From an optimization exercise on the open Yosys and OpenROAD flow, aimed at small area, a short achievable clock period and few clock cycles; shortcuts taken in it are not production practice.
Only simulation tests tie the RTL to the original design; equivalence was not proved.
Power is estimated from default activity; no workload was simulated.

[flow/config.mk]
export PLATFORM = sky130hd
export DESIGN_NAME = bfi_decoder
export DESIGN_NICKNAME = bfi_decoder
export VERILOG_FILES = /design/flow/design.v
export SDC_FILE = /design/flow/constraint.sdc
export NUM_CORES = 4
export LEC_CHECK = 0
export CAP_MARGIN = 20
export CORE_MARGIN = 2
export CORE_UTILIZATION = 40
export CTS_CLUSTER_DIAMETER = 80
export CTS_CLUSTER_SIZE = 20
export SLEW_MARGIN = 20
export TNS_END_PERCENT = 5
[flow/constraint.sdc]
create_clock -name core_clock -period 15.0 [get_ports {clk}]
set_input_delay 3.0000 -clock core_clock [delete_from_list [all_inputs] [get_ports {clk}]]
set_output_delay 3.0000 -clock core_clock [all_outputs]
set_load 0.01 [all_outputs]
[flow/flow/run.sh]
#!/bin/bash
# Standard ORFS layout, with two changes to how it is made:
#  - the I/O ports are buffered with buf_1 (then resized by repair) instead of
#    the default delay-buffer cell;
#  - timing repair keeps working until the setup slack reaches the margin, past
#    the 15 ns clock.
set -euo pipefail
bash standard.sh "BUFFER_PORTS_ARGS=-buffer_cell sky130_fd_sc_hd__buf_1" \
    SETUP_SLACK_MARGIN=${MARGIN:-11} finish > standard.log 2>&1
[flow/standard.sh]
#!/bin/bash
# synth_recipe.tcl (not shown) runs the flow's synth.tcl, then flattens the netlist and writes it again
# the make line also repeats each setting of config.mk as NAME=value (left out here)
make -C /OpenROAD-flow-scripts/flow DESIGN_CONFIG=/design/flow/config.mk WORK_HOME=/design/flow/orfs CLKGATE_MAP_FILE= SYNTH_SCRIPT=/design/flow/synth_recipe.tcl "${@:-finish}"
[flow/design.v]
module bfi_decoder (
    input  wire         clk,
    input  wire         rst,
    input  wire         req_valid,
    output wire         req_ready,
    input  wire [7:0]   req_cmd,
    input  wire [15:0]  req_len,
    input  wire [39:0]  req_fields,
    input  wire [4:0]   req_p,
    input  wire [127:0] req_widths,
    input  wire [15:0]  req_n,
    input  wire [63:0]  req_ts,
    output wire         mem_req,
    output wire [15:0]  mem_addr,
    input  wire         mem_gnt,
    input  wire [7:0]   mem_rdata,
    output wire         ang_valid,
    input  wire         ang_ready,
    output wire [15:0]  ang_data,
    output reg          resp_valid,
    output wire [3:0]   resp_status,
    output wire [63:0]  resp_data,
    output wire [4:0]   resp_p,
    output wire [15:0]  resp_n,
    output wire [127:0] resp_widths,
    output wire [5:0]   resp_dtn,
    output wire [23:0]  err_required,
    output wire [18:0]  err_available,
    output wire [7:0]   err_given,
    output wire [3:0]   err_allowed
);
    localparam I_IDLE = 0;
    localparam I_HDR  = 1;    
    localparam I_LOOK = 2;    
    localparam I_SCAN = 3;    
    localparam I_MUL  = 4;    
    localparam I_CMP  = 5;    
    localparam I_STRM = 6;    
    localparam I_CLR  = 7;    
    localparam [7:0] S_IDLE = 8'b00000001;
    localparam [7:0] S_HDR  = 8'b00000010;
    localparam [7:0] S_LOOK = 8'b00000100;
    localparam [7:0] S_SCAN = 8'b00001000;
    localparam [7:0] S_MUL  = 8'b00010000;
    localparam [7:0] S_CMP  = 8'b00100000;
    localparam [7:0] S_STRM = 8'b01000000;
    localparam [7:0] S_CLR  = 8'b10000000;
    reg [7:0]  state;
    wire idle   = state[I_IDLE];
    wire s_hdr  = state[I_HDR];
    wire s_look = state[I_LOOK];
    wire s_scan = state[I_SCAN];
    wire s_mul  = state[I_MUL];
    wire s_cmp  = state[I_CMP];
    wire s_strm = state[I_STRM];
    wire s_clr  = state[I_CLR];
    wire s_pre  = s_mul || s_cmp;
    reg        rdy;          
    reg        d_bw, d_hdr, d_res, d_ext, d_frm, d_short;
    reg [1:0]  d_arg;
    reg [1:0]  d_bwop;       
    wire [3:0] c_op  = req_cmd[3:0];
    wire [1:0] c_arg = req_cmd[5:4];
    wire       c_rsv = (req_cmd[7:6] == 2'b00);
    wire       c_low = (c_op == 4'd1) || (c_op == 4'd2) || (c_op == 4'd3);
    wire       c_hi  = (c_arg == 2'b00) && c_rsv;
    wire accept = rdy;
    wire done;
    wire more;
    wire dec_en = idle || (s_strm && !more);
    assign req_ready = rdy;
    always @(posedge clk) begin
        if (dec_en) begin
            d_bw    <= c_rsv && c_low;
            d_hdr   <= c_hi && (c_op == 4'd4);
            d_res   <= c_hi && (c_op == 4'd5);
            d_ext   <= c_hi && (c_op == 4'd6);
            d_frm   <= c_hi && (c_op == 4'd7);
            d_short <= (req_len[15:3] == 13'd0) && (req_len[2:0] < 3'd5);
            d_arg   <= c_arg;
            d_bwop  <= c_op[1:0];
        end
    end
    reg [63:0] data;         
    reg [63:0] wd;           
    reg [4:0]  pp;           
    reg [15:0] nn;           
    reg [5:0]  dtn;
    reg [15:0] lim;          
    reg [23:0] rem;          
    reg [7:0]  given;
    reg [3:0]  status;
    reg [3:0]  fi;           
    reg [31:0] win;          
    reg [5:0]  off;          
    reg        fl;           
    reg        hb4;          
    reg [15:0] ptr;          
    reg        av;
    reg [8:0]  ad;
    reg [3:0]  wc;           
    reg        room_r, need_r, pf_r;
    reg        mreq_r;       
    reg        st2;          
    reg        sdn;          
    assign resp_status  = status;
    assign resp_data    = data;
    assign resp_p       = pp;
    assign resp_n       = nn;
    assign resp_dtn     = dtn;
    assign err_required = rem;
    assign err_given    = given;
    genvar gi;
    generate
        for (gi = 0; gi < 16; gi = gi + 1) begin : g_rw
            assign resp_widths[8*gi +: 8] = {4'd0, wd[4*gi +: 4]};
        end
    endgenerate
    assign err_available = {lim, 3'b000};
    assign err_allowed   = {st2, 2'b00, st2};
    assign ang_valid = av;
    assign ang_data  = {7'd0, ad};
    assign mem_addr  = ptr;
    wire [2:0] f_nc  = win[18:16];
    wire [2:0] f_nr  = win[21:19];
    wire [1:0] f_bw  = win[23:22];
    wire       f_grp = win[24];
    wire       f_cb  = win[25];
    wire [1:0] f_ft  = win[27:26];
    reg        lk_ok;
    reg [3:0]  lk_phi, lk_psi;
    reg [4:0]  lk_p;
    reg [11:0] lk_sym;
    reg [15:0] lk_n;
    reg [7:0]  lk_sum;
    reg [47:0] lk_w;
    reg [3:0]  lk_half;
    integer k;
    always @(*) begin
        case ({f_cb, f_ft[0]})
            2'b00:   begin lk_phi = 4'd4; lk_psi = 4'd2; lk_half = 4'd3; end
            2'b01:   begin lk_phi = 4'd7; lk_psi = 4'd5; lk_half = 4'd6; end
            2'b10:   begin lk_phi = 4'd6; lk_psi = 4'd4; lk_half = 4'd5; end
            default: begin lk_phi = 4'd9; lk_psi = 4'd7; lk_half = 4'd8; end
        endcase
        lk_ok  = !f_ft[1];
        lk_p   = 5'd0;
        lk_sym = 12'd0;
        case ({f_nr, f_nc})
            {3'd1, 3'd0},
            {3'd1, 3'd2}: begin lk_p = 5'd2;  lk_sym = 12'b000000000010; end
            {3'd2, 3'd0}: begin lk_p = 5'd4;  lk_sym = 12'b000000001100; end
            {3'd2, 3'd1},
            {3'd2, 3'd2}: begin lk_p = 5'd6;  lk_sym = 12'b000000101100; end
            {3'd3, 3'd0}: begin lk_p = 5'd6;  lk_sym = 12'b000000111000; end
            {3'd3, 3'd1}: begin lk_p = 5'd10; lk_sym = 12'b001100111000; end
            {3'd3, 3'd2},
            {3'd3, 3'd3}: begin lk_p = 5'd12; lk_sym = 12'b101100111000; end
            default:      lk_ok = 1'b0;
        endcase
        case ({f_grp, f_bw})
            3'b000: lk_n = 16'd64;
            3'b001: lk_n = 16'd122;
            3'b010: lk_n = 16'd250;
            3'b011: lk_n = 16'd500;
            3'b100: lk_n = 16'd50;
            3'b101: lk_n = 16'd32;
            3'b110: lk_n = 16'd64;
            default: lk_n = 16'd160;
        endcase
        lk_sum = lk_p * lk_half;
        lk_w = 48'd0;
        for (k = 0; k < 12; k = k + 1)
            if (k < lk_p)
                lk_w[4*k +: 4] = lk_sym[k] ? lk_psi : lk_phi;
    end
    wire [3:0]  wm     = wd[4*fi +: 4];                  
    wire [3:0]  hi     = fi[0] ? data[7:4] : data[3:0];
    wire        sv     = (fi != 4'd0) || sdn;
    wire        bad_g  = (given[7:4] != 4'd0) || (given[3:0] == 4'd0) || (given[3:0] > 4'd9);
    wire        s_rd   = (pp != 5'd0) && !sdn;
    wire        s_fin  = (pp == 5'd0) || (sdn && !bad_g);
    wire        last_f = ({1'b0, fi} + 5'd1 == pp) || (fi == 4'd15);
    wire [3:0]  nxt    = last_f ? 4'd0 : fi + 4'd1;
    wire        cap    = fl && !hb4 && (s_pre || s_strm);
    wire [6:0]  off_w  = {1'b0, off} + {3'd0, wc};
    wire        fits   = (off_w <= 7'd32);
    assign      more   = (rem != 24'd0);
    wire        take   = !av || ang_ready;
    wire        can    = s_strm && more && fits;
    wire        produce = can && take;
    assign      done   = s_strm && !more && take;
    wire [31:0] shv    = win >> off[4:0];
    wire [8:0]  mask   = (9'd1 << wc) - 9'd1;
    wire [8:0]  fval   = shv[8:0] & mask;
    wire [5:0]  off_c  = cap ? off - 6'd8 : off;
    wire [5:0]  off_cw = cap ? off + {2'd0, wc} - 6'd8 : off + {2'd0, wc};
    wire        mreq   = mreq_r;
    wire        g      = mreq && mem_gnt;
    wire        c16    = off_c[5] || off_c[4];               
    wire        c8     = c16 || off_c[3];                    
    wire        w16    = off_cw[5] || off_cw[4];
    wire        w8     = w16 || off_cw[3];
    wire        room_g1 = can ? w16 : c16;
    wire        room_g0 = can ? w8 : c8;
    wire        room_n = g ? (take ? room_g1 : c16)
                           : (take ? room_g0 : c8);
    wire        rem_hi = (rem[23:6] != 18'd0);
    wire [6:0]  rs     = {1'b0, rem[5:0]} + {1'b0, off_c};   
    wire        need_n = rem_hi || (g ? (rs > 7'd40) : (rs > 7'd32));
    wire        pf_n   = g ? (off_c > 6'd24) : (off_c > 6'd16);    
    wire [15:0] lim_m7 = (lim >= 16'd7) ? lim - 16'd7 : 16'd0;
    wire [23:0] ad_y   = s_mul  ? {(rem[0] ? nn : 16'd0), 8'd0} :
                         s_strm ? {20'hfffff, ~wc} :
                         s_cmp  ? ~{5'd0, lim, 3'b000} :
                                  {20'd0, given[3:0]};
    wire [24:0] ad_s   = {1'b0, rem} + {1'b0, ad_y} + {24'd0, s_strm};
    wire        t_big  = ad_s[24];
    wire        b4q    = d_frm && (ptr[3:0] == 4'd4);    
    wire [15:0] ptr_g  = (d_frm && ptr[15:3] == 13'd0 && ptr[2:0] == 3'd1) ? 16'd3 :
                         (d_frm && ptr[15:3] == 13'd0 && ptr[2:0] == 3'd4) ? 16'd7 :
                         ptr + 16'd1;
    wire        hq_0   = d_hdr ? (ptr[2:0]   != 3'd5) : (ptr[2:0]   != 3'd4);
    wire        hq_1   = d_hdr ? (ptr_g[2:0] != 3'd5) : (ptr_g[2:0] != 3'd4);
    wire        hdr_end  = d_hdr ? (fl && ptr[2:0] == 3'd5) : (ptr[2:0] == 3'd4);
    wire        plen_lt2 = (lim_m7[15:1] == 15'd0);
    wire        to_mul_f = s_hdr && !d_hdr && (ptr[2:0] == 3'd4) && lk_ok && !plen_lt2;
    wire        to_mul_x = s_scan && !(sv && bad_g) && s_fin && (lim[15:1] != 15'd0);
    wire        pre_keep = (b4q && !g) || (room_n && pf_n);
    wire        strm_rq  = room_n && need_n;
    wire        mreq_n = (accept && (d_hdr || d_frm) && !d_short) ||
                         (s_hdr && !hdr_end && (g ? hq_1 : hq_0)) ||
                         to_mul_f || to_mul_x ||
                         (s_mul && pre_keep) ||
                         (s_cmp && (b4q ? pre_keep : (!t_big && strm_rq))) ||
                         (s_strm && strm_rq);
    assign mem_req = mreq_r;
    reg [63:0] himap;
    reg [63:0] lomap;
    integer m;
    always @(*) begin
        for (m = 0; m < 16; m = m + 1) begin
            himap[4*m +: 4] = req_widths[8*m+4 +: 4];
            lomap[4*m +: 4] = req_widths[8*m +: 4];
        end
    end
    wire [63:0] bwc = ((d_bwop == 2'd1) ? {62'd0, d_arg} : 64'd0) |
                      ((d_bwop == 2'd2) ? (64'd20 << d_arg) : 64'd0) |
                      ((d_bwop == 2'd3) ? (64'd20000000 << d_arg) : 64'd0);
    always @(posedge clk) begin
        rdy    <= req_valid && ((idle && !rdy) || done);
        mreq_r <= mreq_n;
        fl     <= g;
        hb4    <= s_pre && b4q && g;
        room_r <= room_n;
        need_r <= need_n;
        pf_r   <= pf_n;
        if (g)
            ptr <= ptr_g;
        if (cap)
            win <= {mem_rdata, win[31:8]};
        if (av && ang_ready)
            av <= 1'b0;
        if (hb4)
            dtn[5:2] <= mem_rdata[3:0];
        if (accept || (s_hdr && d_frm && ptr[2:0] == 3'd4))
            off <= 6'd32;
        else
            off <= produce ? off_cw : off_c;
        case (1'b1)
        idle: begin
            if (accept) begin
                resp_valid <= 1'b0;
                st2    <= 1'b0;
                data   <= (d_frm && !d_short) ? req_ts :
                          d_ext ? himap :
                          d_bw ? bwc : 64'd0;
                wd     <= d_ext ? lomap : 64'd0;
                pp     <= d_ext ? req_p : 5'd0;
                nn     <= d_ext ? req_n : 16'd0;
                dtn    <= 6'd0;
                lim    <= (d_hdr || d_frm || d_ext) ? req_len : 16'd0;
                rem    <= ((d_hdr || d_frm) && d_short) ? 24'd40 : 24'd0;
                given  <= 8'd0;
                sdn    <= 1'b0;
                fi     <= 4'd0;
                ptr    <= 16'd0;
                if (d_res)
                    win[31:16] <= req_fields[15:0];
                if (d_bw) begin
                    status     <= 4'd0;
                    resp_valid <= 1'b1;
                end else if (d_hdr || d_frm) begin
                    if (d_short) begin
                        status     <= 4'd1;
                        resp_valid <= 1'b1;
                    end else begin
                        status <= 4'd0;
                        state  <= S_HDR;
                    end
                end else if (d_res) begin
                    status <= 4'd0;
                    state  <= S_LOOK;
                end else if (d_ext) begin
                    status <= 4'd0;
                    state  <= S_SCAN;
                end else begin
                    status     <= 4'd15;
                    resp_valid <= 1'b1;
                end
            end
        end
        s_hdr: begin
            if (fl) begin
                if (d_hdr)
                    data[39:0] <= {mem_rdata, data[39:8]};
                else if (ptr[2:0] == 3'd1 || ptr[2:0] == 3'd3)
                    win <= {mem_rdata, win[31:8]};
                else if (ptr[2:0] == 3'd4)
                    dtn[1:0] <= mem_rdata[7:6];
            end
            if (d_hdr) begin
                if (fl && ptr[2:0] == 3'd5) begin
                    lim        <= 16'd0;
                    resp_valid <= 1'b1;
                    state      <= S_IDLE;
                end
            end else if (ptr[2:0] == 3'd4) begin
                fi  <= 4'd0;
                pp  <= lk_p;
                nn  <= lk_n;
                wd  <= {16'd0, lk_w};
                rem <= plen_lt2 ? 24'd16 : {16'd0, lk_sum};
                lim <= lim_m7;
                if (!lk_ok) begin
                    status <= 4'd4;
                    state  <= S_CLR;
                end else if (plen_lt2) begin
                    status <= 4'd1;
                    state  <= S_CLR;
                end else begin
                    state  <= S_MUL;
                end
            end
        end
        s_look: begin
            if (lk_ok) begin
                pp <= lk_p;
                nn <= lk_n;
                wd <= {16'd0, lk_w};
            end else begin
                status <= 4'd4;
            end
            resp_valid <= 1'b1;
            state      <= S_IDLE;
        end
        s_scan: begin
            if (sv && bad_g) begin
                status <= 4'd2;
                st2    <= 1'b1;
                state  <= S_CLR;
            end else begin
                if (sv)
                    rem <= ad_s[23:0];
                if (s_rd) begin
                    given <= {hi, wm};
                    fi    <= fi + 4'd1;
                    sdn   <= last_f;
                    if (fi[0])
                        data <= {8'd0, data[63:8]};
                end
                if (s_fin) begin
                    given <= 8'd0;
                    if (lim[15:1] == 15'd0) begin
                        status <= 4'd1;
                        rem    <= 24'd16;
                        state  <= S_CLR;
                    end else begin
                        data  <= 64'd0;
                        fi    <= 4'd0;
                        state <= S_MUL;
                    end
                end
            end
        end
        s_mul: begin
            rem <= {ad_s[24:8], rem[7:1]};
            fi  <= fi + 4'd1;
            if (fi[2:0] == 3'd7) begin
                fi    <= 4'd0;
                state <= S_CMP;
            end
        end
        s_cmp: begin
            if (b4q) begin
            end else begin
                wc <= wm;
                fi <= nxt;
                if (t_big) begin
                    status <= 4'd1;
                    state  <= S_CLR;
                end else begin
                    state  <= S_STRM;
                end
            end
        end
        s_clr: begin
            pp   <= 5'd0;
            nn   <= 16'd0;
            wd   <= 64'd0;
            data <= 64'd0;
            dtn  <= 6'd0;
            if (!status[0]) begin        
                rem <= 24'd0;
                lim <= 16'd0;
            end
            resp_valid <= 1'b1;
            state      <= S_IDLE;
        end
        s_strm: begin
            lim <= 16'd0;
            if (produce) begin
                ad  <= fval;
                av  <= 1'b1;
                rem <= ad_s[23:0];
                wc  <= wm;
                fi  <= nxt;
            end
            if (!more)
                wd <= 64'd0;
            if (done) begin
                resp_valid <= 1'b1;
                state      <= S_IDLE;
            end
        end
        default: ;
        endcase
        if (rst) begin
            state      <= S_IDLE;
            resp_valid <= 1'b0;
            av         <= 1'b0;
            fl         <= 1'b0;
            hb4        <= 1'b0;
            rdy        <= 1'b0;
            mreq_r     <= 1'b0;
        end
    end
endmodule
==> summary.txt, run 1 <==
- Final min period: 4300 ps
- Design area: 0.0243 mm²
- Setup TNS: 0 ps
- Normalized max-slew margin: 0.138
- Crit path from: data[47]
- Switching part of the total: 0.351
- Setup ws final: 10700 ps
- Num CTS Buffers: 24
- Max stage delay on crit path: 520 ps
- DRC viols: 0
- Syn Inst Count: 2229
- Initial Util: 0.405
- Layout cells sized above 1: 0.100
- Via count: 19.6k
- Asr flop ratio synth: 0
- Synth unique cells: 95
- Drt wl/cell: 23.8 µm
- Placement Cell Area: 0.0228 mm²
- Outcome: timing/DRC/antenna clean
- Vias in the first global route: 18.5k
- Largest net degree at the start of global routing: 99
- Clk slew on worst S/H paths: 80 ps
- Syn avg cell area: 9.31 µm²
- Die area: 0.0537 mm²
- Number of synthesized flops with an enable pin: 232
- CTS HTree Levels: 1
- Seq cells post-synth: 304
- Sequential share of the synthesized area: 0.405
- P&R area growth vs syn: 17.0%
- Ys flop type: edfxtp_1
- I/O pins: 604
- Pwr Density: 95.3 mW/mm²
- Placed instance count: 3281
- Sw power: 812 µW
- # port buffers: 503
- Fin crit share: 0.287
- Setup Viol. Count Final: 0
- RSZ-0062 raised after global routing: yes
- Worst Skew: 25.6 ps
- HP Class: reg2reg
- Sequential share of power: 0.467
- Final nets: 3031
- First-pass GRT wire length: 117 mm
- Crit-path cells: buf_1
- Post-CTS Hold Buffers: 0
- CP endpoint kind: output pin
- Final count of hold timing violations: 0
- Total global-route track usage: 0.287
- Cell taking the most area after synthesis: edfxtp_1
- Core Box Area: 0.0513 mm²
- Post-place setup slack: 9740 ps
- Worst flop-to-flop path startpoint: win[18]
- Vias per cell: 5.82
- Global route overflow: 0
- Clk root buf: clkbuf_16
- Int Pwr: 1500 µW
- Final WL: 80.4 mm
- Final Non-Filler Cells: 3373
- Setup CP Type: reg2out
- Comb power frac: 0.234
- Final HPWL DP: 61.5 mm
- Initial antenna violation count: 4
- Startpoint Class: flop
- Measured slew at the worst slew-check pin: 1280 ps
- Critical Path RT: 12000 ps
- First drt pass iteration count: 6
- CP delay by family, top: flip-flops
- Synth Warn #: 1
- Synth area leaders: edfxtp_1 (34%), dfxtp_1 (6.9%), nand2_1 (4.5%)
- Power share of the clock group: 0.298
- Syn Std Cell Area: 0.0208 mm²
- Max cap viols: 0
- Rows: 83
- WP data arrival: 1300 ps
- Max FO, Critical Path: 2
- Crit path max-delay cell type: edfxtp_1
- Worst path buffer plus inverter count: 1
- Clk buf depth: 3
- CTS tree: yes
- Hold path startpoint: win[0]
- Clock latency at the later pin of the worst-skew pair: 580 ps
- Detailed router's first-iteration violation count: 1831
- Sink Count: 304
- Antenna Nets Post-Route: 0
- Routability cong.: 0.974
- Slew Limit Fails: 0
- LEAKAGE: 0.00920 µW
- Die W: 232 µm
- Chip height: 232 µm
- Fmax: 232 MHz
- Max IR drop VDD: 0.0000759 V
- Tot Pwr: 2310 µW
- Share of the synthesized area in the top cell type: 0.336
==> per-layer routing <==
metal	part of all wire	global-route usage	vias up
li1	-	-	8974
met1	0.40	0.368	9518
met2	0.48	0.476	974
met3	0.076	0.0414	144
met4	0.050	0.137	4
met5	0.00071	0	-
==> synthesized netlist by cell type (all sizes together) (7+ instances only) <==
master / count
nand2: 252
edfxtp: 232
o21ai: 192
nor2: 188
a21oi: 172
clkbuf: 121
buf: 110
mux2i: 81
and3: 74
inv: 73
dfxtp: 72
ha: 65
nor3: 47
xnor2: 39
nand3: 36
mux2: 35
mux4: 35
or3: 29
a222oi: 25
a21o: 24
xor2: 24
nor4: 21
a221oi: 20
nand2b: 18
nor2b: 18
a221o: 15
a22o: 14
and2: 14
a211oi: 13
a31oi: 13
o211ai: 12
nand4: 11
or2: 11
a22oi: 9
a32o: 9
o21bai: 8
o22ai: 7
o31ai: 7
==> logic make-up after synthesis <==
kind of cell,synth area share
simple gates,0.171
buf+inv,0.0726
mux,0.0960
other cells,0.000181
flops,0.405
xor+xnor,0.0266
fa+ha+maj,0.0450
compound gates,0.183
==> stage by stage <==
stage          utilization  hold WS, ps
3_3_place_gp         0.445          470
6_report             0.473          485
3_5_place_dp         0.445          475
5_1_grt              0.473          522
2_1_floorplan            -          453
4_1_cts              0.467          490
==> area by class of cell <==
cell class	count	area [µm²]
diodes	5	12.5
clock buffers	28	616
clock inverters	16	189
fillers	5076	27000
inverters	75	282
multi-input cells	1694	11400
flip-flops and latches	304	8430
well taps	680	851
repair buffers	571	2530
==> flip-flops by register name (all words and copies together), names as in the netlist, 9 cells and up <==
| name | count |
|---|---|
| ptr | 16 |
| lim | 16 |
| nn | 16 |
| data | 64 |
| wd | 64 |
| ad | 9 |
| win | 32 |
| rem | 24 |
==> path summary, 6_finish.rpt <==
check             endpoint  slack [ps]  cells past startpoint
max          resp_data[47]       10700                      1
min                 win[0]         480                      1
max reg2reg         rem[7]       10890                     12
min reg2reg         win[0]         480                      1
==> power groups by stage <==
stage                     clock [µW]  combinational [µW]  sequential [µW]
final                            690                 543             1080
after global routing             728                 589             1090
after CTS                        699                 529             1080
after detailed placement           0                 509             1110
after global placement             0                 503             1100
after floorplan                    0                 349             1050
==> placed cells by master (no fill, tap or decap), drive strengths merged, types with 24 or more instances in the layout <==
cell / n
xnor2: 39
nand3: 36
dfxtp: 72
conb: 76
mux4: 35
o21ai: 192
nor2: 188
buf: 570
inv: 78
mux2i: 81
a21o: 24
a21oi: 172
xor2: 24
or3: 29
clkbuf: 29
nand2: 252
mux2: 35
a222oi: 25
nor3: 47
edfxtp: 232
and3: 74
ha: 65
==> what timing repair did <==
action                     4_1_cts  5_1_grt
setup endpoints to repair      301      301
resized for setup               33       54
buffers inserted                26       16
pin swaps                        3       13
==> worst reg2reg max path: stages, from the launching register on <==
cell,delay (ps)
dfxtp_1,380
nor2_1,530
and2_1,360
nand2_1,150
or3_1,460
fa_1,560
inv_1,40
ha_1,310
fa_1,430
a21o_1,200
a21oi_1,160
xor2_1,170
o22ai_1,90
Testbench counts, summed over its fixed seeds: cycles 66,115.
==> inputs of run 2 (changes only) <==
--- a/flow/flow/run.sh
+++ b/flow/flow/run.sh
@@ -6,4 +6,4 @@
 #    the 15 ns clock.
 set -euo pipefail
 bash standard.sh "BUFFER_PORTS_ARGS=-buffer_cell sky130_fd_sc_hd__buf_1" \
-    SETUP_SLACK_MARGIN=${MARGIN:-11} finish > standard.log 2>&1
+    SETUP_SLACK_MARGIN=${MARGIN:-10.65} finish > standard.log 2>&1
--- a/flow/config.mk
+++ b/flow/config.mk
@@ -7,8 +7,7 @@
 export LEC_CHECK = 0
 export CAP_MARGIN = 20
 export CORE_MARGIN = 2
-export CORE_UTILIZATION = 40
-export CTS_CLUSTER_DIAMETER = 80
-export CTS_CLUSTER_SIZE = 20
+export CORE_UTILIZATION = 55
+export CTS_CLUSTER_DIAMETER = 90
+export CTS_CLUSTER_SIZE = 24
 export SLEW_MARGIN = 20
-export TNS_END_PERCENT = 5
==> summary.txt, run 2 <==
- Post-place setup slack: 9940 ps (+196 ps)
- I/O pins: 604 (unchanged)
- Setup CP Type: in2reg
- Worst flop-to-flop path startpoint: state[4]
- Total global-route track usage: 0.367 (+0.0802)
- Seq cells post-synth: 304 (unchanged)
- Fin crit share: 0.292 (+0.00507)
- Startpoint Class: input port
- CTS tree: yes
- Worst Skew: 23.5 ps (-2.09 ps)
- Crit path from: req_len[14]
- Die area: 0.0393 mm² (-27%)
- Asr flop ratio synth: 0 (unchanged)
- Most used cell, CP: nor4_1
- DRC viols: 0 (unchanged)
- Setup Viol. Count Final: 0 (unchanged)
- Share of the synthesized area in the top cell type: 0.336 (unchanged)
- Detailed router's first-iteration violation count: 2141 (+17%)
- Slew Limit Fails: 0 (unchanged)
- Most frequent cell after synthesis: nand2_1
- Max IR drop VDD: 0.0000678 V (-11%)
- Clock latency at the later pin of the worst-skew pair: 540 ps (-40 ps)
- Most common cell after layout, fill and taps aside: buf_1
- Final WL: 74.6 mm (-7.2%)
- Clk buf depth: 3 (unchanged)
- Core Box Area: 0.0374 mm² (-27%)
- Final nets: 2989 (-1.4%)
- Initial Util: 0.555 (+0.150)
- Normalized max-slew margin: 0.164 (+0.0256)
- Critical Path RT: 15150 ps (+3150 ps)
- Final count of hold timing violations: 0 (unchanged)
- Largest net degree at the start of global routing: 83 (-16%)
- Initial antenna violation count: 2 (-2)
- Syn avg cell area: 9.31 µm² (unchanged)
- Max cap viols: 0 (unchanged)
- Drt wl/cell: 23.7 µm (-0.62%)
- RSZ-0062 raised after global routing: no
- CTS HTree Levels: 1 (unchanged)
- Clk slew on worst S/H paths: 100 ps (+20 ps)
- Sink Count: 304 (unchanged)
- Global route overflow: 0 (unchanged)
- Fmax: 228 MHz (-1.7%)
- Max FO, Critical Path: 2 (unchanged)
- Ys flop type: edfxtp_1
- Setup TNS: 0 ps (unchanged)
- Pwr Density: 92.1 mW/mm² (-3.4%)
- Post-CTS Hold Buffers: 0 (unchanged)
- Antenna Nets Post-Route: 0 (unchanged)
- Routability cong.: 0.986 (+1.2%)
- Layout cells sized above 1: 0.0709 (-0.0291)
- P&R area growth vs syn: 12.4%
- Synth area leaders: edfxtp_1 (34%), dfxtp_1 (6.9%), nand2_1 (4.5%)
- Worst Reg2Reg Path Length in Cells: 13 (+1)
- Final min period: 4380 ps (+76.1 ps)
- Crit path max-delay cell type: nor4_1
- Synth Warn #: 1 (unchanged)
- Max stage delay on crit path: 950 ps (+430 ps)
- Setup ws final: 10620 ps (-76.1 ps)
- Clk root buf: clkbuf_16
- Commonest non-fill, non-tap cells in the layout: buf_1 (503), nand2_1 (250), edfxtp_1 (232)
- CP endpoint kind: flop
- Die W: 198 µm (-14%)
- Cell taking the most area after synthesis: edfxtp_1
- Syn Std Cell Area: 0.0208 mm² (unchanged)
- Syn Inst Count: 2229 (unchanged)
- Rows: 71 (-14%)
- Synth cell count leaders: nand2_1 (251), edfxtp_1 (232), nor2_1 (187), o21ai_0 (184), a21oi_1 (167)
- Crit-path cells: buf_1 > nor4_1 > nand4_1 > nor4_1
- Largest registers: data (64), wd (64), win (32)
- Via count: 19.6k (+0.066%)
- Synth unique cells: 95 (unchanged)
- Outcome: timing/DRC/antenna clean
- # port buffers: 503 (unchanged)
- Hold path startpoint: dtn[2]
- WP data arrival: 4530 ps (+3230 ps)
- HP Class: reg2reg
- Final HPWL DP: 57.7 mm (-6.0%)
- Chip height: 198 µm (-14%)
- First-pass GRT wire length: 109 mm (-6.6%)
- Num CTS Buffers: 17 (-29%)
- Number of synthesized flops with an enable pin: 232 (unchanged)
- Vias per cell: 6.23 (+7.2%)
- LEAKAGE: 0.00881 µW (-4.2%)
- First drt pass iteration count: 10 (+4)
- Vias in the first global route: 17.6k (-5.0%)
- Sequential share of the synthesized area: 0.405 (unchanged)
- Worst hold stages: 2 (+1)
- Measured slew at the worst slew-check pin: 1240 ps (-38.0 ps)
## run 2: cell counts after synthesis
No cell type changed its count.
## run 2: final timing paths
check | slack (ps) | to
max | 10620 | d_short
min reg2reg | 510 | dtn[2]
min | 510 | dtn[2]
max reg2reg | 10920 | rem[22]
## run 2: area by class of cell
| class | instances | area (µm²) |
|---|---|---|
| fill | 3333 | 14100 |
| clock buffer | 22 | 444 |
| inverter | 75 | 282 |
| multi-input combinational | 1695 | 11300 |
| timing repair buffer | 535 | 2160 |
| sequential | 304 | 8420 |
| clock inverter | 5 | 88.8 |
| antenna | 1 | 2.50 |
| tap | 511 | 639 |
## run 2: per-layer routing
layer / global-route usage / vias to the layer above / part of all wire
li1: - / 8905 / -
met4: 0.141 / 0 / 0.047
met5: 0 / - / 0
met1: 0.494 / 9377 / 0.39
met2: 0.591 / 1177 / 0.46
met3: 0.0657 / 168 / 0.10
## run 2: worst max-delay path: cells and delay by family
kind,cells,cell delay (ps)
buffers and inverters,1,80
AND/OR/NAND/NOR,3,1430
## run 2: kinds of logic (layout without fill, tap and decap cells)
logic type,Yosys count,after routing,share of synthesized area
and+or+nand+nor,742,742,0.171
AOI/OAI and AO/OA,591,592,0.183
buffers and inverters,306,637,0.0726
DFF,304,304,0.405
muxes,151,151,0.0960
adders and majority gates,71,71,0.0450
xor gates and xnor gates,63,63,0.0266
other,1,77,0.000181
## run 2: metrics by stage
stage / util / std cells / instance area, µm² / hold slack (ps) / total power [µW]
after floorplan: - / 2304 / 21100 / 453 / 1400
after global placement: 0.605 / 3108 / 22600 / 464 / 1590
after detailed placement: 0.605 / 3108 / 22600 / 488 / 1600
after CTS: 0.621 / 3142 / 23200 / 513 / 2140
after global routing: 0.624 / 3148 / 23300 / 540 / 2230
final: 0.624 / 3148 / 23300 / 512 / 2150
## run 2: timing repair
item                       4_1_cts  5_1_grt
gates resized for setup          5        7
cloned                           1        0
setup endpoints to repair       40       28
setup buffers                    6        4
pin swaps                        1        1
## run 2: power by group
part / switching (µW) / internal [µW] / total, µW
combinational: 331 / 192 / 523
sequential: 108 / 975 / 1080
clock: 293 / 249 / 543
==> inputs of run 3 (changes only) <==
--- a/flow/flow/run.sh
+++ b/flow/flow/run.sh
@@ -6,4 +6,4 @@
 #    the 15 ns clock.
 set -euo pipefail
 bash standard.sh "BUFFER_PORTS_ARGS=-buffer_cell sky130_fd_sc_hd__buf_1" \
-    SETUP_SLACK_MARGIN=${MARGIN:-10.65} finish > standard.log 2>&1
+    SETUP_SLACK_MARGIN=${MARGIN:-10.7} finish > standard.log 2>&1
--- a/flow/config.mk
+++ b/flow/config.mk
@@ -7,7 +7,7 @@
 export LEC_CHECK = 0
 export CAP_MARGIN = 20
 export CORE_MARGIN = 2
-export CORE_UTILIZATION = 55
+export CORE_UTILIZATION = 50
 export CTS_CLUSTER_DIAMETER = 90
 export CTS_CLUSTER_SIZE = 24
 export SLEW_MARGIN = 20
==> summary.txt, run 3 <==
- Outcome: timing/DRC/antenna clean
- Setup CP Type: reg2out
- Initial Util: 0.507 (-0.0478)
- Antenna Nets Post-Route: 0 (unchanged)
- First-pass GRT wire length: 114 mm (+4.8%)
- Most common cell after layout, fill and taps aside: buf_1
- Num CTS Buffers: 18 (+1)
- Placement Cell Area: 0.0227 mm² (+0.29%)
- LEAKAGE: 0.00890 µW (+1.1%)
- Post-place setup slack: 9950 ps (+11.7 ps)
- Setup Viol. Count Final: 0 (unchanged)
- CP delay by family, top: flip-flops
- Syn avg cell area: 9.31 µm² (unchanged)
- Die area: 0.0432 mm² (+9.8%)
- Core Box Area: 0.0409 mm² (+9.4%)
- Worst flop-to-flop path startpoint: win[18]
- Measured slew at the worst slew-check pin: 1090 ps (-154 ps)
- Pwr Density: 92.7 mW/mm² (+0.72%)
- CP endpoint kind: output pin
- Layout cells sized above 1: 0.0803 (+0.00941)
- Number of synthesized flops with an enable pin: 232 (unchanged)
- Crit path depth: 1 (-3)
- Clock latency at the later pin of the worst-skew pair: 540 ps (about the same)
- Sink Count: 304 (unchanged)
- Fin util: 0.575 (-0.0486)
- Commonest non-fill, non-tap cells in the layout: buf_1 (497), nand2_1 (250), edfxtp_1 (232)
- Slew Limit Fails: 0 (unchanged)
- Synth unique cells: 95 (unchanged)
- Largest net degree at the start of global routing: 101 (+22%)
- Max stage delay on crit path: 460 ps (-490 ps)
- Worst Reg2Reg Path Length in Cells: 12 (-1)
- Crit path max-delay cell type: edfxtp_1
- R2R setup slack: 10860 ps (-60 ps)
- Largest registers: data (64), wd (64), win (32)
- Final nets: 3000 (+0.37%)
- Crit path from: given[0]
- Clk root buf: clkbuf_16
- Design area: 0.0235 mm² (+0.91%)
- Max FO, Critical Path: 3 (+1)
- Syn Std Cell Area: 0.0208 mm² (unchanged)
- Worst Skew: 17.8 ps (-5.67 ps)
- CTS HTree Levels: 1 (unchanged)
- Max IR drop VDD: 0.0000686 V (+1.2%)
- Final WL: 77.9 mm (+4.4%)
- Fin crit share: 0.287 (-0.00462)
- Clk slew on worst S/H paths: 110 ps (about the same)
- Post-CTS Hold Buffers: 0 (unchanged)
- Final HPWL DP: 60.4 mm (+4.7%)
- Detailed router's first-iteration violation count: 2262 (+5.7%)
- Clk buf depth: 3 (unchanged)
- Sequential cell area: 0.00842 mm² (about the same)
- Synth Warn #: 1 (unchanged)
- # port buffers: 503 (unchanged)
- Routability cong.: 0.962 (-2.4%)
- Vias in the first global route: 18.3k (+3.7%)
- Max cap viols: 0 (unchanged)
- Global route overflow: 0 (unchanged)
- Synth area leaders: edfxtp_1 (34%), dfxtp_1 (6.9%), nand2_1 (4.5%)
- Critical Path RT: 12000 ps (-3150 ps)
- Worst path buffer plus inverter count: 1 (unchanged)
- Ys flop type: edfxtp_1
- Asr flop ratio synth: 0 (unchanged)
- Fmax: 232 MHz (+1.6%)
- P&R area growth vs syn: 13.5%
- I/O pins: 604 (unchanged)
- DRC viols: 0 (unchanged)
- Drt wl/cell: 24.5 µm (+3.2%)
- CP Capture Point: err_given[0]
- Startpoint Class: flop
- Setup ws final: 10690 ps (+69.3 ps)
- Crit-path cells: buf_1
- Rows: 74 (+4.2%)
- Worst r2r dst: rem[7]
- First drt pass iteration count: 7 (-3)
- RSZ-0062 raised after global routing: no
- Setup TNS: 0 ps (unchanged)
- Vias per cell: 6.17 (-1.1%)
- Sequential share of the synthesized area: 0.405 (unchanged)
- Most frequent cell after synthesis: nand2_1
- Total global-route track usage: 0.344 (-0.0234)
- Chip height: 208 µm (+4.8%)
- Final min period: 4310 ps (-69.3 ps)
- Initial antenna violation count: 8 (+6)
- Die W: 208 µm (+4.8%)
- Seq cells post-synth: 304 (unchanged)
- Final count of hold timing violations: 0 (unchanged)
- WP data arrival: 1310 ps (-3220 ps)
- Cell taking the most area after synthesis: edfxtp_1
- Share of the synthesized area in the top cell type: 0.336 (unchanged)
- Via count: 19.7k (+0.12%)
- Synth cell count leaders: nand2_1 (251), edfxtp_1 (232), nor2_1 (187), o21ai_0 (184), a21oi_1 (167)
- Area occupied by multi-input gates: 0.0113 mm² (+0.39%)
- HP Class: reg2reg
- Syn Inst Count: 2229 (unchanged)
- Fillers: 3842 (+15%)
- CTS tree: yes
- Normalized max-slew margin: 0.266 (+0.103)
## run 3: cell count changes in the layout (fill, tap and decap cells not counted), moves of 2 or more
cell,before,now
clkbuf_16,17,19
clkbuf_2,0,3
bufinv_16,2,0
diode_2,1,4
buf_12,1,3
buf_1,503,497
dfxtp_1,67,65
buf_2,0,4
buf_4,30,38
dfxtp_2,3,5
## run 3: timing repair
item	4_1_cts	5_1_grt
pin swaps	1	2
setup buffers	11	7
cloned	1	0
setup endpoints to repair	55	39
gates resized for setup	14	10
## run 3: worst min-delay path by stage
stage                start      to  slack, ps  cells after the start
global placement    win[0]  win[0]        470                      1
CTS                 dtn[4]  dtn[4]        510                      2
detailed placement  dtn[4]  dtn[4]        480                      2
finish              dtn[4]  dtn[4]        510                      2
floorplan           win[0]  win[0]        450                      1
global route        win[0]  win[0]        530                      1
## run 3: area by class of cell
| class | count | share of cell area |
|---|---|---|
| multi-input combinational | 1695 | 0.482 |
| sequential | 304 | 0.358 |
| timing repair buffer | 545 | 0.0954 |
| tap | 532 | 0.0283 |
| clock buffer | 25 | 0.0216 |
| inverter | 75 | 0.0121 |
| clock inverter | 7 | 0.00287 |
| antenna | 4 | 0.000425 |
## run 3: per-layer routing
| metal | vias to the layer above | global-route usage | wire [µm] |
|---|---|---|---|
| met5 | - | 0 | 13 |
| met1 | 9514 | 0.465 | 31200 |
| li1 | 8910 | - | - |
| met2 | 1082 | 0.562 | 36400 |
| met3 | 143 | 0.0533 | 7200 |
| met4 | 2 | 0.123 | 3160 |
## run 3: kinds of logic (layout without fill, tap and decap cells)
group	count (synthesis)	count (layout)	share of synthesized area
flip-flops	304	304	0.405
buffers and inverters	306	652	0.0726
XOR/XNOR	63	63	0.0266
AO/OA/AOI/OAI	591	592	0.183
adder cells (fa/ha/maj)	71	71	0.0450
multiplexers	151	151	0.0960
other	1	80	0.000181
AND/OR/NAND/NOR	742	742	0.171
## run 3: per-stage QoR
step           cells  hold WS, ps  total power, µW
3_5_place_dp    3130          484             1610
3_3_place_gp    3130          474             1600
4_1_cts         3174          508             2170
6_report        3187          508             2180
2_1_floorplan   2304          453             1400
5_1_grt         3185          526             2260
## run 3: power by group
| part | internal, µW | switching, µW |
|---|---|---|
| clock | 249 | 316 |
| combinational | 197 | 340 |
| sequential | 975 | 107 |
| total | 1420 | 763 |
==> inputs of run 4 (changes only) <==
--- a/flow/config.mk
+++ b/flow/config.mk
@@ -7,7 +7,7 @@
 export LEC_CHECK = 0
 export CAP_MARGIN = 20
 export CORE_MARGIN = 2
-export CORE_UTILIZATION = 50
+export CORE_UTILIZATION = 60
 export CTS_CLUSTER_DIAMETER = 90
 export CTS_CLUSTER_SIZE = 24
 export SLEW_MARGIN = 20
==> summary.txt, run 4 <==
- Outcome: timing/DRC/antenna clean
- Worst Skew: 17.8 ps (-0.0401 ps)
- Number of synthesized flops with an enable pin: 232 (unchanged)
- Initial Util: 0.605 (+0.0982)
- Largest net degree at the start of global routing: 65 (-36%)
- WP data arrival: 1320 ps (about the same)
- Share of the synthesized area in the top cell type: 0.336 (unchanged)
- Core Box Area: 0.0343 mm² (-16%)
- Synth area leaders: edfxtp_1 (34%), dfxtp_1 (6.9%), nand2_1 (4.5%)
- Seq cells post-synth: 304 (unchanged)
- Fin crit share: 0.288 (+0.000700)
- Max IR drop VDD: 0.0000761 V (+11%)
- Layout cells sized above 1: 0.0764 (-0.00392)
- Crit path depth: 1 (unchanged)
- CTS HTree Levels: 1 (unchanged)
- Worst path buffer plus inverter count: 1 (unchanged)
- Sink Count: 304 (unchanged)
- Initial antenna violation count: 2 (-6)
- Syn avg cell area: 9.31 µm² (unchanged)
- First-pass GRT wire length: 109 mm (-4.4%)
- Final min period: 4320 ps (+10.5 ps)
- Pwr Density: 91.3 mW/mm² (-1.6%)
- Chip height: 190 µm (-8.5%)
- Slew Limit Fails: 0 (unchanged)
- I/O pins: 604 (unchanged)
- Antenna Nets Post-Route: 0 (unchanged)
- DRC viols: 0 (unchanged)
- Final HPWL DP: 57.8 mm (-4.4%)
- Worst Reg2Reg Path Length in Cells: 12 (unchanged)
- Die W: 190 µm (-8.5%)
- Final WL: 74.5 mm (-4.4%)
- Most common cell after layout, fill and taps aside: buf_1
- Critical Path RT: 12000 ps (about the same)
- Setup CP Type: reg2out
- Synth Warn #: 1 (unchanged)
- CP delay by family, top: buffers and inverters
- CP endpoint kind: output pin
- Setup TNS: 0 ps (unchanged)
- Most frequent cell after synthesis: nand2_1
- Startpoint Class: flop
- Asr flop ratio synth: 0 (unchanged)
- Synth cell count leaders: nand2_1 (251), edfxtp_1 (232), nor2_1 (187), o21ai_0 (184), a21oi_1 (167)
- Syn Inst Count: 2229 (unchanged)
- Detailed router's first-iteration violation count: 2163 (-4.4%)
- Sequential share of the synthesized area: 0.405 (unchanged)
- CTS tree: yes
- Final nets: 2998 (-0.067%)
- Final count of hold timing violations: 0 (unchanged)
- Normalized max-slew margin: 0.294 (+0.0275)
- Synth unique cells: 95 (unchanged)
- First drt pass iteration count: 9 (+2)
- Measured slew at the worst slew-check pin: 1060 ps (-29.8 ps)
- RSZ-0062 raised after global routing: yes
- Via count: 19.9k (+1.3%)
- Cell taking the most area after synthesis: edfxtp_1
- Setup Viol. Count Final: 0 (unchanged)
- Worst hold stages: 1 (-1)
- # port buffers: 503 (unchanged)
- Die area: 0.0361 mm² (-16%)
- Commonest non-fill, non-tap cells in the layout: buf_1 (498), nand2_1 (250), edfxtp_1 (232)
- Fmax: 232 MHz (-0.24%)
- Max FO, Critical Path: 2 (-1)
- Vias in the first global route: 18.4k (+0.55%)
- Rows: 68 (-8.1%)
- Total global-route track usage: 0.398 (+0.0541)
- Worst hold margin: 512 ps (+4.35 ps)
- Syn Std Cell Area: 0.0208 mm² (unchanged)
- Crit path max-delay cell type: buf_1
- Max cap viols: 0 (unchanged)
- Clock latency at the later pin of the worst-skew pair: 530 ps (about the same)
- Ys flop type: edfxtp_1
- Vias per cell: 6.42 (+4.1%)
- P&R area growth vs syn: 12.1%
- Clk slew on worst S/H paths: 100 ps (about the same)
- HP Class: reg2reg
- Largest registers: data (64), wd (64), win (32)
- Num CTS Buffers: 17 (-1)
- LEAKAGE: 0.00885 µW (-0.59%)
- Clk root buf: clkbuf_16
- Crit-path cells: buf_1
- Max stage delay on crit path: 410 ps (-50 ps)
- Drt wl/cell: 24.0 µm (-1.7%)
- Routability cong.: 1.01 (+5.0%)
- Global route overflow: 0 (unchanged)
- Clk buf depth: 3 (unchanged)
[run 4: routing by layer]
metal  up-vias  routed length (µm)  track usage
met4         4                4530        0.211
met1      9468               27500        0.522
met3       215                8800       0.0843
met5         -                  27            0
met2      1307               33700        0.621
li1       8906                   -            -
[run 4: power by group]
group / switching (µW) / internal (µW)
clock: 288 / 214
sequential: 93.9 / 975
combinational: 358 / 196
[run 4: worst paths after layout]
| check | startpoint | end | slack (ps) |
|---|---|---|---|
| min reg2reg | win[0] | win[0] | 510 |
| max | wd[49] | resp_widths[97] | 10680 |
| min | win[0] | win[0] | 510 |
| max reg2reg | win[26] | rem[7] | 10910 |
[run 4: what timing repair did]
action	4_1_cts	5_1_grt
buffers inserted	10	2
setup endpoints to repair	43	13
gates resized for setup	5	11
hold buffers	0	0
pin swaps	1	1
gates cloned	1	0
[run 4: kinds of logic (layout without fill, tap and decap cells)]
kind of cell               Yosys count  in the layout  synth area share
AOI/OAI and AO/OA                  591            592             0.183
DFF                                304            304             0.405
muxes                              151            151            0.0960
xor gates and xnor gates            63             63            0.0266
buffers and inverters              306            644            0.0726
adders and majority gates           71             71            0.0450
and+or+nand+nor                    742            742             0.171
other                                1             77          0.000181
[run 4: final cells by class]
| type | instances | area (µm²) |
|---|---|---|
| clock inverters | 5 | 38.8 |
| clock buffers | 20 | 437 |
| repair buffers | 544 | 2200 |
| diodes | 1 | 2.50 |
| inverters | 75 | 282 |
| fillers | 2767 | 11000 |
| multi-input cells | 1695 | 11300 |
| well taps | 455 | 569 |
| flip-flops and latches | 304 | 8410 |
[run 4: stage by stage]
step	instance area (µm²)	total power (µW)	utilization	setup slack [ps]	instances
after floorplan	21100	1400	-	10470	2304
after global placement	22600	1600	0.660	10100	3060
after detailed placement	22600	1610	0.660	10080	3060
after CTS	23200	2110	0.677	10700	3096
after global routing	23300	2200	0.679	10680	3098
final	23300	2120	0.679	10680	3099
==> inputs of run 5 (changes only) <==
--- a/flow/config.mk
+++ b/flow/config.mk
@@ -7,7 +7,7 @@
 export LEC_CHECK = 0
 export CAP_MARGIN = 20
 export CORE_MARGIN = 2
-export CORE_UTILIZATION = 60
+export CORE_UTILIZATION = 55
 export CTS_CLUSTER_DIAMETER = 90
 export CTS_CLUSTER_SIZE = 24
 export SLEW_MARGIN = 20
==> summary.txt, run 5 <==
- Via count: 19.7k (-0.83%)
- Number of synthesized flops with an enable pin: 232 (unchanged)
- Syn avg cell area: 9.31 µm² (unchanged)
- Commonest non-fill, non-tap cells in the layout: buf_1 (498), nand2_1 (250), edfxtp_1 (232)
- Post-CTS Hold Buffers: 0 (unchanged)
- Fmax: 232 MHz (+0.27%)
- Max IR drop VDD: 0.0000809 V (+6.3%)
- Area occupied by multi-input gates: 0.0113 mm² (+0.12%)
- Total global-route track usage: 0.370 (-0.0283)
- Fin util: 0.627 (-0.0518)
- Clk slew on worst S/H paths: 100 ps (about the same)
- Most frequent cell after synthesis: nand2_1
- CTS HTree Levels: 1 (unchanged)
- Synth area leaders: edfxtp_1 (34%), dfxtp_1 (6.9%), nand2_1 (4.5%)
- I/O pins: 604 (unchanged)
- Synth Warn #: 1 (unchanged)
- First drt pass iteration count: 8 (-1)
- Syn Inst Count: 2229 (unchanged)
- Global route overflow: 0 (unchanged)
- Final count of hold timing violations: 0 (unchanged)
- DRC viols: 0 (unchanged)
- Clk buf depth: 3 (unchanged)
- Antenna Nets Post-Route: 0 (unchanged)
- Num CTS Buffers: 17 (unchanged)
- Largest net degree at the start of global routing: 82 (+26%)
- Setup TNS: 0 ps (unchanged)
- First-pass GRT wire length: 110 mm (+0.43%)
- Initial Util: 0.555 (-0.0504)
- Measured slew at the worst slew-check pin: 1090 ps (+29.4 ps)
- Setup ws final: 10690 ps (+11.6 ps)
- Sequential share of the synthesized area: 0.405 (unchanged)
- Largest registers: data (64), wd (64), win (32)
- R2R setup slack: 10950 ps (+40 ps)
- Worst Skew: 25.9 ps (+8.13 ps)
- Ys flop type: edfxtp_1
- Sink Count: 304 (unchanged)
- LEAKAGE: 0.00887 µW (+0.22%)
- Rows: 71 (+4.4%)
- Worst path buffer plus inverter count: 1 (unchanged)
- Critical Path RT: 12000 ps (about the same)
- Post-place setup slack: 9980 ps (-96.6 ps)
- CTS tree: yes
- Core Box Area: 0.0374 mm² (+9.1%)
- Crit-path cells: buf_1
- Syn Std Cell Area: 0.0208 mm² (unchanged)
- Sequential cell area: 0.00842 mm² (about the same)
- HP Class: reg2reg
- Cell taking the most area after synthesis: edfxtp_1
- Final HPWL DP: 58.5 mm (+1.4%)
- Placement Cell Area: 0.0227 mm² (+0.31%)
- Normalized max-slew margin: 0.267 (-0.0273)
- Crit path max-delay cell type: buf_1
- Final WL: 75.6 mm (+1.4%)
- Slew Limit Fails: 0 (unchanged)
- Seq cells post-synth: 304 (unchanged)
- Final min period: 4310 ps (-11.6 ps)
- Setup CP Type: reg2out
- Drt wl/cell: 23.9 µm (-0.69%)
- Asr flop ratio synth: 0 (unchanged)
- Detailed router's first-iteration violation count: 2011 (-7.0%)
- CP delay by family, top: buffers and inverters
- Synth unique cells: 95 (unchanged)
- Chip height: 198 µm (+4.4%)
- # port buffers: 503 (unchanged)
- Outcome: timing/DRC/antenna clean
- Layout cells sized above 1: 0.0788 (+0.00235)
- P&R area growth vs syn: 13.0%
- Vias in the first global route: 17.9k (-2.3%)
- Max stage delay on crit path: 410 ps (about the same)
- Most common cell after layout, fill and taps aside: buf_1
- Die W: 198 µm (+4.4%)
- Final nets: 3004 (+0.20%)
- Pwr Density: 90.7 mW/mm² (-0.68%)
- Initial antenna violation count: 4 (+2)
- Fillers: 3335 (+21%)
- Tot Pwr: 2130 µW (about the same)
- Clock latency at the later pin of the worst-skew pair: 530 ps (about the same)
- Startpoint Class: flop
- Share of the synthesized area in the top cell type: 0.336 (unchanged)
- WP data arrival: 1310 ps (about the same)
- Clk root buf: clkbuf_16
- CP endpoint kind: output pin
- Die area: 0.0393 mm² (+8.9%)
- Design area: 0.0234 mm² (+0.75%)
- Max FO, Critical Path: 2 (unchanged)
- Routability cong.: 0.969 (-4.1%)
- Fin crit share: 0.287 (-0.000773)
- Vias per cell: 6.24 (-2.9%)
- Synth cell count leaders: nand2_1 (251), edfxtp_1 (232), nor2_1 (187), o21ai_0 (184), a21oi_1 (167)
- Max cap viols: 0 (unchanged)
- RSZ-0062 raised after global routing: yes
- Setup Viol. Count Final: 0 (unchanged)
==> run 5: area by class of cell <==
type	count	area share
Clock inverter	5	0.00192
Tap cell	511	0.0273
Clock buffer	24	0.0193
Multi-Input combinational cell	1696	0.484
Inverter	75	0.0122
Sequential cell	304	0.359
Antenna cell	1	0.000107
Timing Repair Buffer	549	0.0965
==> run 5: cell families after synthesis <==
family,Yosys count,share of synthesized area
AND/OR/NAND/NOR,742,0.171
AO/OA/AOI/OAI,591,0.183
buffers and inverters,306,0.0726
flip-flops,304,0.405
multiplexers,151,0.0960
adder cells (fa/ha/maj),71,0.0450
XOR/XNOR,63,0.0266
other,1,0.000181
==> run 5: timing repair <==
item	4_1_cts	5_1_grt
endpoints found under the setup margin	46	38
gates cloned	1	1
endpoints found under the hold margin	0	0
pin swaps	1	3
gates resized for setup	7	12
buffers inserted	8	8
==> run 5: through the flow <==
stage | instances | hold WS, ps
after floorplan | 2304 | 453
after global placement | 3116 | 468
after global routing | 3165 | 538
final | 3165 | 509
after CTS | 3154 | 510
after detailed placement | 3116 | 484
==> run 5: power breakdown <==
group	internal, µW	total (µW)	switching, µW
Combinational	196	539	343
Clock	218	511	294
Sequential	975	1080	101
Total	1390	2130	738
==> run 5: worst paths after layout <==
check               endpoint  depth (start not counted)    start
max          resp_widths[99]                          1   wd[51]
min                   dtn[3]                          2   dtn[3]
max reg2reg           rem[7]                         12  win[18]
min reg2reg           dtn[3]                          2   dtn[3]
==> run 5: routing by layer <==
layer,share of wire,GRT usage,vias up
met5,0.00029,0,-
met3,0.097,0.0632,182
met2,0.47,0.600,1150
met4,0.045,0.143,4
met1,0.39,0.494,9476
li1,-,-,8922

## separate check: timing with driven ports
The flow's constraints put no driver on any port. The routed layouts listed below were extracted and timed again, unchanged, in two steps.
Step 1 assumes that a clkbuf_16 drives the clock port and a buf_2 every other input.
Step 2 times the ports against the registers' clock, not the clock port: input delays grow and output delays shrink by t, the midpoint of the rising clock arrivals with the driver on.
a / b / c = ideal ports / drivers / drivers and shift; a / b = the first two.
run | t, ns | setup WS [ns] | worst hold slack (ns) | pins driven straight from the clock port
run 1 | 0.633 | 10.698 / 10.636 / 10.112 | 0.485 / 0.485 / 0.485 | 1
run 2 | 0.581 | 10.622 / 10.636 / 10.074 | 0.512 / 0.512 / 0.512 | 1
run 3 | 0.589 | 10.691 / 10.634 / 10.187 | 0.508 / 0.508 / 0.508 | 1
run 4 | 0.577 | 10.681 / 10.621 / 10.189 | 0.512 / 0.512 / 0.512 | 1
run 5 | 0.572 | 10.692 / 10.634 / 10.282 | 0.509 / 0.509 / 0.509 | 1
After both steps setup and hold are still met in every run listed. The setup slack of run 1, which loses most, moves by -0.062 ns with the drivers and by -0.586 ns with both steps.
